Background: an optimization exercise with open tools, aiming at small area. Do not read the settings as production practice. Function was checked by simulation only, so behaviour that the tests miss may differ from the original. Power figures rest on the tool's default switching activity, not on a simulated workload.

Design vedirect_decoder, start of the top module:
module vedirect_decoder (
    input  wire         clk,
    input  wire         rst,             
    input  wire         in_valid,
    input  wire [7:0]   in_byte,
    output wire         in_ready,
    output reg          out_valid,
    output reg          out_kind,        
    output wire [3:0]   out_nfields,     
    output wire [5:0]   out_hex_len,     
    output wire [255:0] out_hex,         
    input  wire [3:0]   rd_idx,          
    output reg  [63:0]  rd_label,
    output reg  [3:0]   rd_label_len,
    output reg  [127:0] rd_value,
    output reg  [4:0]   rd_value_len,
    output wire         dbg_drop,
    output reg  [3:0]   dbg_cause
);
clock: 10.0 ns
lec_check: 0
cap_margin: 20
core_margin: 2
core_utilization: 40
cts_buf_list: sky130_fd_sc_hd__clkbuf_8
cts_cluster_diameter: 50
cts_cluster_size: 20
setup_slack_margin: 0.3
slew_margin: 20
run.sh (not shown) runs the stock make flow with config.mk's settings and CLKGATE_MAP_FILE= SYNTH_SCRIPT=/design/flow/synth_recipe.tcl, a recipe that flattens the netlist after the stock synthesis.
The baseline finished clean.
Edit:
==> flow/flow/run.sh (new file) <==
#!/bin/bash
# Standard ORFS flow (standard.sh), with two layout options changed:
#  - input/output port buffers use the smallest buffer cell;
#  - CTS clusters up to 10 sinks on clkbuf_4 and inserts no dummy loads.
export BUFFER_PORTS_ARGS="-buffer_cell sky130_fd_sc_hd__buf_1"
export CTS_ARGS="-sink_clustering_enable -repair_clock_nets -dont_use_dummy_load -sink_clustering_size 10 -sink_clustering_max_diameter 40 -buf_list {sky130_fd_sc_hd__clkbuf_4}"
bash standard.sh > standard.log 2>&1
==> flow/standard.sh (new file) <==
#!/bin/bash
# synth_recipe.tcl (not shown) runs the flow's synth.tcl, then flattens the netlist and writes it again
# the make line also repeats each setting of config.mk as NAME=value (left out here)
make -C /OpenROAD-flow-scripts/flow DESIGN_CONFIG=/design/flow/config.mk WORK_HOME=/design/flow/orfs CLKGATE_MAP_FILE= SYNTH_SCRIPT=/design/flow/synth_recipe.tcl "${@:-finish}"
- CORE_UTILIZATION: 40 -> 50
- CTS_BUF_LIST: sky130_fd_sc_hd__clkbuf_8 -> not set
- CTS_CLUSTER_DIAMETER: 50 -> not set
- CTS_CLUSTER_SIZE: 20 -> not set
- GPL_ROUTABILITY_DRIVEN: not set -> 1
removed: flow/run.sh
=> Maximum frequency grows by 9.5%; total power shrinks by 11%; routed wire length shrinks by 0.79%; sequential share of layout area grows by 4.0 points; cell count shrinks by 6.3%; register-to-register slack got worse by 0.90 ns; design area shrinks by 6.0%.
Edit:
==> flow/flow/run.sh (replaced) <==
#!/bin/bash
# Standard ORFS flow (standard.sh), with two layout options changed:
#  - input/output port buffers use the smallest buffer cell;
#  - CTS clusters up to 8 sinks on clkbuf_4 and inserts no dummy loads.
export BUFFER_PORTS_ARGS="-buffer_cell sky130_fd_sc_hd__buf_1"
export CTS_ARGS="-sink_clustering_enable -repair_clock_nets -dont_use_dummy_load -sink_clustering_size 8 -sink_clustering_max_diameter 30 -buf_list {sky130_fd_sc_hd__clkbuf_4}"
bash standard.sh > standard.log 2>&1
- CORE_UTILIZATION: 50 -> 40
- GPL_ROUTABILITY_DRIVEN: 1 -> not set
What happened:
- The new run went through all stages and came out clean
- clock power grows by roughly a tenth
- design area grows slightly
- fmax shrinks slightly
- total power grows by a few percent
- die area grows by a quarter to a third
- core utilization shrinks by 10 points
Edit:
==> flow/flow/run.sh (replaced) <==
#!/bin/bash
# Standard ORFS flow (standard.sh), with two layout options changed:
#  - input/output port buffers use the smallest buffer cell;
#  - CTS clusters up to 10 sinks on clkbuf_4 and inserts no dummy loads.
export BUFFER_PORTS_ARGS="-buffer_cell sky130_fd_sc_hd__buf_1"
export CTS_ARGS="-sink_clustering_enable -repair_clock_nets -dont_use_dummy_load -sink_clustering_size 10 -sink_clustering_max_diameter 40 -buf_list {sky130_fd_sc_hd__clkbuf_4}"
bash standard.sh > standard.log 2>&1
Outcome: The changed run finished with timing, DRC and antenna clean; cell area falls by 0.88%; synthesized cell count is unchanged; routed wire length is about the same; die area does not change; synthesized area stays the same; register-to-register slack got worse by 0.19 ns.
Edit:
==> flow/flow/run.sh (replaced) <==
#!/bin/bash
# Standard ORFS flow (standard.sh), with two layout options changed:
#  - input/output port buffers use the smallest buffer cell;
#  - CTS clusters up to 20 sinks on clkbuf_8 and inserts no dummy loads.
export BUFFER_PORTS_ARGS="-buffer_cell sky130_fd_sc_hd__buf_1"
export CTS_ARGS="-sink_clustering_enable -repair_clock_nets -dont_use_dummy_load -sink_clustering_size 20 -sink_clustering_max_diameter 50 -buf_list {sky130_fd_sc_hd__clkbuf_8}"
bash standard.sh > standard.log 2>&1
Outcome: Clock power went up by 4.6%. Power went up by 1.4%. Clock skew went down by 0.073 ns. Routed wire length went down by 0.48%. Sequential cell count does not change. Via count went down by 1.6%. Cell area went up by 0.35%. Non-clock buffer count went up by 2. Sequential power barely changes. Critical path depth does not change.

==> separate check: timing with driven ports <==
How much do the figures lean on ideal ports? The routed layouts below were timed once more, with nothing changed but the port constraints. Step 1 assumes that a clkbuf_16 drives the clock port and a buf_2 every other input. Step 2 adds t to the input delays and takes it off the output delays; t is the mean of the earliest and latest rising clock arrival at the registers after step 1. Input paths then give back, and output paths get back, about the clock's delay inside the block. a / b / c = ideal ports / drivers / drivers and shift; a / b = the first two.
| run | shift t [ns] | setup slack, ns | worst setup path at the end |
|---|---|---|---|
| the first run | 1.123 | 0.305 / 0.276 / 0.276 | input to output |
| the second run | 1.494 | 1.145 / 1.124 / 1.124 | input to output |
| the third run | 1.537 | 0.967 / 0.943 / 0.943 | input to output |
| the fourth run | 1.482 | 1.038 / 1.014 / 1.014 | input to output |
| the fifth run | 1.091 | 1.097 / 1.073 / 1.073 | input to output |
After both steps setup and hold are still met in every run listed. The setup slack of the first run, which loses most, moves by -0.029 ns with the drivers and by -0.029 ns with both steps.
